What follows belongs to an exercise in optimizing a design on an open flow for small area; a production flow would make more cautious choices. Only simulation tests tie the RTL to the original design; equivalence was not proved. Power and IR drop assume default switching activity.

==> flow/design.v (excerpt) <==
module slip_rom_link (
    input  wire        clk,
    input  wire        rst,
    input  wire        req_valid,
    output wire        req_ready,
    input  wire [1:0]  req_kind,      
    input  wire [31:0] req_arg0,
    input  wire [31:0] req_arg1,
    input  wire        cancel,        
    output wire        tx_valid,
    output wire [7:0]  tx_data,
    input  wire        tx_ready,
    input  wire        rx_valid,
    input  wire [7:0]  rx_data,
    output reg         cpl_valid,
    output wire [4:0]  cpl_code,
    output wire [7:0]  cpl_op,
    output wire [7:0]  cpl_status,
    output wire [31:0] cpl_value,
    output reg  [3:0]  diag,
    input  wire        diag_clr
);
export LEC_CHECK = 0
export CAP_MARGIN = 20
export CORE_MARGIN = 2
export CORE_UTILIZATION = 40
export PLACE_DENSITY = 0.6
export SLEW_MARGIN = 20
create_clock -name core_clock -period 10.0 [get_ports {clk}]
standard.sh (not shown) runs the stock make flow with config.mk's settings and CLKGATE_MAP_FILE= SYNTH_SCRIPT=/design/flow/synth_recipe.tcl, a recipe that flattens the netlist after the stock synthesis.
==> flow/flow/run.sh <==
#!/bin/bash
# Standard ORFS layout with two changes: the port buffers are the smallest
# buffer (buf_1) instead of the resizer's pick, and CTS uses small clock
# buffers without dummy loads. Synthesis is the standard one, unchanged.
set -euo pipefail
bash standard.sh synth > synth.log 2>&1
bash standard.sh \
  BUFFER_PORTS_ARGS="-buffer_cell sky130_fd_sc_hd__buf_1" \
  CTS_ARGS="-sink_clustering_enable -repair_clock_nets -dont_use_dummy_load -buf_list sky130_fd_sc_hd__clkbuf_4 -sink_clustering_size 12 -sink_clustering_max_diameter 50" \
  finish > layout.log 2>&1
Change:
--- a/flow/flow/run.sh
+++ b/flow/flow/run.sh
@@ -9 +9 @@
-  CTS_ARGS="-sink_clustering_enable -repair_clock_nets -dont_use_dummy_load -buf_list sky130_fd_sc_hd__clkbuf_4 -sink_clustering_size 12 -sink_clustering_max_diameter 50" \
+  CTS_ARGS="-sink_clustering_enable -repair_clock_nets -dont_use_dummy_load -buf_list sky130_fd_sc_hd__clkbuf_8 -sink_clustering_size 20 -sink_clustering_max_diameter 60" \
Effect: The changed run finished clean. Non-clock buffer count is unchanged. Synthesized area is unchanged. Final area increases slightly. Power increases by a few percent. Routed wire length is about the same.


## P
The RTL this note starts from:
==> flow/design.v <==
module slip_deframer (
    input  wire        clk,
    input  wire        rst,
    input  wire        rx_valid,
    input  wire [7:0]  rx_data,
    output wire        frame_done,    
    output wire        short_pkt,     
    output wire        short_val,     
    output wire [2:0]  pcls,          
    output reg  [7:0]  p2_n,          
    output reg  [31:0] value_n,       
    output wire        bad_esc,       
    output wire        ovf            
);
    reg [7:0] len;
    reg       esc;
    reg [2:0] cls;                    
    wire idle  = (len == 8'd0);
    wire is_c0 = (rx_data == 8'hC0);
    wire is_db = (rx_data == 8'hDB);
    wire is_dx = (rx_data[7:1] == 7'b1101_110);    
    wire in_frame = rx_valid && !idle && !esc;
    wire in_esc   = rx_valid && !idle && esc;
    wire do_end   = in_frame && is_c0 && (len != 8'd1);
    wire do_bad   = in_esc && !is_dx;
    wire do_app   = (rx_valid && idle && is_c0) ||
                    (in_frame && !is_db && !(is_c0 && len == 8'd1)) ||
                    (in_esc && is_dx);
    wire full     = len[7];
    wire store    = do_app && !full;
    wire [7:0] app_byte = esc ? {2'b11, 1'b0, rx_data[0], rx_data[0], 1'b0,
                                 rx_data[0], rx_data[0]} : rx_data;
    always @(posedge clk) begin
        if (rst || do_end || do_bad)
            len <= 8'd0;
        else if (store)
            len <= len + 8'd1;
    end
    always @(posedge clk) begin
        if (rx_valid)
            esc <= !idle && !esc && is_db;
    end
    wire [7:0] b = rx_data;
    wire op_like = !esc && b[7:4] == 4'h0 && !b[0] &&
                   (b[3:1] == 3'b100 || b[3:1] == 3'b101 || b[3:1] == 3'b001 || b[3:1] == 3'b010);
    wire [2:0] bcls = op_like ? {1'b0, !b[3], b[2] | (b[3] & b[1])} : 3'b100;
    always @(posedge clk) begin
        if (store && len == 8'd1)
            cls <= (!esc && b == 8'h01) ? 3'b100 : 3'b110;
        else if (store && len == 8'd2 && cls[2:1] != 2'b11)
            cls <= bcls;
        if (store && len == 8'd3)
            p2_n <= ~app_byte;
        if (store && len[7:4] == 4'd0 &&
            (len[3] ? len[2:0] == 3'd0 : (len[2] && len[1:0] != 2'd0)))
            value_n <= {~app_byte, value_n[31:8]};
    end
    assign frame_done = do_end;
    assign short_pkt  = (len < 8'd4) || (cls[2:1] == 2'b11);
    assign short_val  = (len < 8'd9);
    assign pcls       = cls;
    assign bad_esc    = do_bad;
    assign ovf        = do_app && full;
endmodule
module rom_req_tx (
    input  wire        clk,
    input  wire        rst,
    input  wire        start,
    input  wire [1:0]  kind,          
    input  wire [31:0] arg0,
    input  wire [31:0] arg1,
    output wire        busy,
    output wire        tx_valid,
    output reg  [7:0]  tx_data,
    input  wire        tx_ready
);
    reg [5:0] pos;
    reg       esc2;
    assign busy     = (pos != 6'd0);
    assign tx_valid = busy;
    wire k_sync = (kind == 2'd0);
    wire k_fb   = (kind == 2'd2);
    wire hdr   = (pos[5:3] == 3'b001);
    wire pay   = (pos[5:4] == 2'b01);
    wire w0    = pay & (pos[3:2] == 2'd0);
    wire sel_a = w0 & (kind[1] ^ kind[0]);                   
    wire sel_n = pay & k_fb & (pos[3:2] == 2'd1);
    wire sel_b = pay & k_fb & (pos[3:2] == 2'd3);
    wire [3:0] bk = {pos[1:0] == 2'd3, pos[1:0] == 2'd2, pos[1:0] == 2'd1, pos[1:0] == 2'd0};
    wire [3:0] sa = {4{sel_a}} & bk;
    wire [3:0] sn = {4{sel_n}} & bk;
    wire [3:0] sb = {4{sel_b}} & bk;
    wire [7:0] ma = ({8{sa[0]}} & arg0[31:24]) | ({8{sa[1]}} & arg0[23:16]) |
                    ({8{sa[2]}} & arg0[15:8])  | ({8{sa[3]}} & arg0[7:0]);
    wire [7:0] mn = ({8{sn[1]}} & {2'b00, arg0[31:26]}) | ({8{sn[2]}} & arg0[25:18]) |
                    ({8{sn[3]}} & arg0[17:10]);
    wire [7:0] mb = ({8{sb[0]}} & arg1[31:24]) | ({8{sb[1]}} & arg1[23:16]) |
                    ({8{sb[2]}} & arg1[15:8])  | ({8{sb[3]}} & arg1[7:0]);
    wire c3  = (arg0[9:0] != 10'd0);
    wire c2  = c3 & (&arg0[17:10]);
    wire c1  = c2 & (&arg0[25:18]);
    wire cin = (sn[1] & c1) | (sn[2] & c2) | (sn[3] & c3);
    wire [7:0] nb  = (ma | mn) + {7'd0, cin};
    wire [7:0] dbyte = nb | mb;
    reg [7:0] cbyte;                                           
    always @(*) begin
        cbyte = 8'h00;
        if (pos[5:1] == 5'd3)                                  
            cbyte = 8'hC0;
        else if (hdr && pos[2:0] == 3'd1)
            cbyte = {4'h0, ~kind[1], kind[1] & kind[0], kind[1] ^ kind[0], 1'b0};
        else if (hdr && pos[2:0] == 3'd2)
            cbyte = k_sync ? 8'h24 : k_fb ? 8'h10 : 8'h04;
        else if (w0 && k_sync)
            cbyte = (pos[1:0] == 2'd0 || pos[1:0] == 2'd1) ? 8'h07 :
                    (pos[1:0] == 2'd2) ? 8'h12 : 8'h20;
        else if (k_sync && !hdr && !w0)
            cbyte = 8'h55;
        else if (pay && k_fb && pos[3:0] == 4'd10)
            cbyte = 8'h04;
    end
    wire [7:0] p       = dbyte | cbyte;
    wire       special = (dbyte == 8'hC0) || (dbyte == 8'hDB);
    wire last = k_sync ? (pos == 6'd51) : k_fb ? (pos == 6'd31) : (pos == 6'd19);
    always @(*) begin
        tx_data[7] = p[7];
        tx_data[6] = p[6];
        tx_data[5] = p[5];
        tx_data[4] = p[4] | special;
        tx_data[3] = p[3] | special;
        tx_data[2] = p[2] | esc2;
        tx_data[1] = (p[1] | special) & ~esc2;
        tx_data[0] = p[0] | (special & ~esc2);
    end
    always @(posedge clk) begin
        if (rst) begin
            pos <= 6'd0;
        end else if (start) begin
            pos <= 6'd7;
        end else if (busy && tx_ready) begin
            if (pos == 6'd6)
                pos <= 6'd0;
            else if (esc2 || !special) begin
                if (last)
                    pos <= 6'd6;
                else
                    pos <= pos + 6'd1;
            end
        end
    end
    always @(posedge clk) begin
        if (start)
            esc2 <= 1'b0;
        else if (busy && tx_ready)
            esc2 <= !esc2 && special;
    end
endmodule
module slip_rom_link (
    input  wire        clk,
    input  wire        rst,
    input  wire        req_valid,
    output wire        req_ready,
    input  wire [1:0]  req_kind,      
    input  wire [31:0] req_arg0,
    input  wire [31:0] req_arg1,
    input  wire        cancel,        
    output wire        tx_valid,
    output wire [7:0]  tx_data,
    input  wire        tx_ready,
    input  wire        rx_valid,
    input  wire [7:0]  rx_data,
    output reg         cpl_valid,
    output wire [4:0]  cpl_code,
    output wire [7:0]  cpl_op,
    output wire [7:0]  cpl_status,
    output wire [31:0] cpl_value,
    output reg  [3:0]  diag,
    input  wire        diag_clr
);
    reg        pend_await;
    reg [1:0]  kind;           
    reg [31:0] arg0, arg1;
    wire tx_busy;
    assign req_ready = !pend_await && !tx_busy;
    wire accept = req_valid && req_ready;
    always @(posedge clk) begin
        if (accept) begin
            kind <= req_kind;
            arg0 <= req_arg0;
            arg1 <= req_arg1;
        end
    end
    rom_req_tx u_tx (
        .clk      (clk),
        .rst      (rst),
        .start    (accept),
        .kind     (kind),
        .arg0     (arg0),
        .arg1     (arg1),
        .busy     (tx_busy),
        .tx_valid (tx_valid),
        .tx_data  (tx_data),
        .tx_ready (tx_ready)
    );
    assign cpl_op = {4'h0, ~kind[1], kind[1] & kind[0], kind[1] ^ kind[0], 1'b0};
    wire        frame_done, short_pkt, short_val, bad_esc, ovf;
    wire [2:0]  pcls;
    wire [7:0]  p2_n;
    wire [31:0] pvalue_n;
    slip_deframer u_rx (
        .clk        (clk),
        .rst        (rst),
        .rx_valid   (rx_valid),
        .rx_data    (rx_data),
        .frame_done (frame_done),
        .short_pkt  (short_pkt),
        .short_val  (short_val),
        .pcls       (pcls),
        .p2_n       (p2_n),
        .value_n    (pvalue_n),
        .bad_esc    (bad_esc),
        .ovf        (ovf)
    );
    wire match     = !pcls[2] && (pcls[1:0] == kind);
    wire is_read   = (kind == 2'd1);
    wire st_fail   = (p2_n != 8'hFF);
    wire good      = frame_done && !short_pkt && pend_await && match;
    wire set_proto = (frame_done && short_pkt) || (good && !st_fail && is_read && short_val);
    wire set_late  = frame_done && !short_pkt && !(pend_await && match);
    wire wire_fire = pend_await && (bad_esc || (frame_done && short_pkt) || good);
    wire c_fire    = wire_fire || (cancel && pend_await);
    wire ok        = good && !st_fail && !(is_read && short_val);
    reg cf, c1, c0;
    always @(posedge clk) begin
        cf <= !ok;
        c1 <= !wire_fire || bad_esc;
        c0 <= !wire_fire || (!bad_esc && set_proto);
    end
    assign cpl_code   = {cf, 2'b00, c1, c0};
    wire   st_hide    = ~(cf & ~c1 & ~c0);
    wire   val_hide   = ~(~cf & is_read);
    assign cpl_status = ~(p2_n | {8{st_hide}});
    assign cpl_value  = ~(pvalue_n | {32{val_hide}});
    always @(posedge clk) begin
        if (rst) begin
            pend_await <= 1'b0;
            cpl_valid  <= 1'b0;
            diag       <= 4'b0000;
        end else begin
            if (accept)
                pend_await <= 1'b1;
            else if (c_fire)
                pend_await <= 1'b0;
            cpl_valid <= c_fire;
            diag <= (diag & {4{~diag_clr}}) | {set_late, set_proto, bad_esc, ovf};
        end
    end
endmodule
Settings: LEC_CHECK=0, CAP_MARGIN=0, CORE_MARGIN=2, CORE_UTILIZATION=40, PLACE_DENSITY=0.6, SLEW_MARGIN=0; clock period 10.0 ns.
==> flow/flow/run.sh <==
#!/bin/bash
set -euo pipefail
here=$PWD
rm -rf "$here/scripts_area"
mkdir -p "$here/scripts_area"
cp -r "$FLOW_HOME"/scripts/. "$here/scripts_area/"
cp "$here/flow/abc.script" "$here/scripts_area/abc_speed.script"
cp "$here/flow/abc.script" "$here/scripts_area/abc_area.script"
bash standard.sh SCRIPTS_DIR="$here/scripts_area" ADDER_MAP_FILE= synth > synth.log 2>&1
bash standard.sh \
  BUFFER_PORTS_ARGS="-buffer_cell sky130_fd_sc_hd__buf_1" \
  CTS_ARGS="-sink_clustering_enable -repair_clock_nets -dont_use_dummy_load -buf_list sky130_fd_sc_hd__clkbuf_4 -sink_clustering_size 12 -sink_clustering_max_diameter 50" \
  finish > layout.log 2>&1
==> flow/flow/abc.script <==
strash
&get -n
&fraig -x
&put
dc2
strash
&get -n
&dch -f
&nf -R 1000
&put
> inputs changed (P -> Q)
diff --git a/flow/config.mk b/flow/config.mk
--- a/flow/config.mk
+++ b/flow/config.mk
@@ -6,7 +6,7 @@
 export NUM_CORES = 4
 export LEC_CHECK = 0
-export CAP_MARGIN = 0
+export CAP_MARGIN = 20
 export CORE_MARGIN = 2
 export CORE_UTILIZATION = 40
 export PLACE_DENSITY = 0.6
-export SLEW_MARGIN = 0
+export SLEW_MARGIN = 20
[summary]
- Status: ratio of final minimum period to clock period parity (P, Q)
- Clock network power share essentially unchanged between P and Q.
- The via count reported for Q is lower than the one for P.
- Q vs. P: slack of the worst reg-to-reg path now sits at about the same level, post-CTS setup buffer count now sits at about the same level, worst setup skew after layout now sits at about the same level, final standard cell count with taps included and fillers excluded now sits at about the same level, non-clock buffer contribution to total cell area now sits at about the same level.
- Looking at P and Q, the arrival time of the worst setup path is a wash.
- ~same multi-input gate share of total cell area in P and Q
- Internal portion of total power across P and Q: no real change.

==> static timing again, ports no longer ideal <==
In the flow no input, the clock included, has a driving cell. The finished layouts below were timed again as built, in two steps. Step 1 assumes that a clkbuf_16 drives the clock port and a buf_2 every other input. Step 2 times the ports against the registers' clock, not the clock port: input delays grow and output delays shrink by t, the midpoint of the rising clock arrivals with the driver on. Three values: no drivers, after step 1, after step 2; two values: the first two.
run | shift t [ns] | setup slack, ns | worst register clock-pin slew, ns | cell pins on the clock port's net
the first run of note 1 | 0.538 | 2.771 / 2.736 / 3.275 | 0.12 / 0.12 | 1
the second run of note 1 | 0.459 | 2.943 / 2.907 / 3.366 | 0.07 / 0.07 | 1
P | 0.553 | 2.571 / 2.536 / 3.089 | 0.11 / 0.11 | 1
Q | 0.556 | 2.565 / 2.529 / 3.085 | 0.12 / 0.12 | 1
After both steps setup and hold are still met in every run listed.
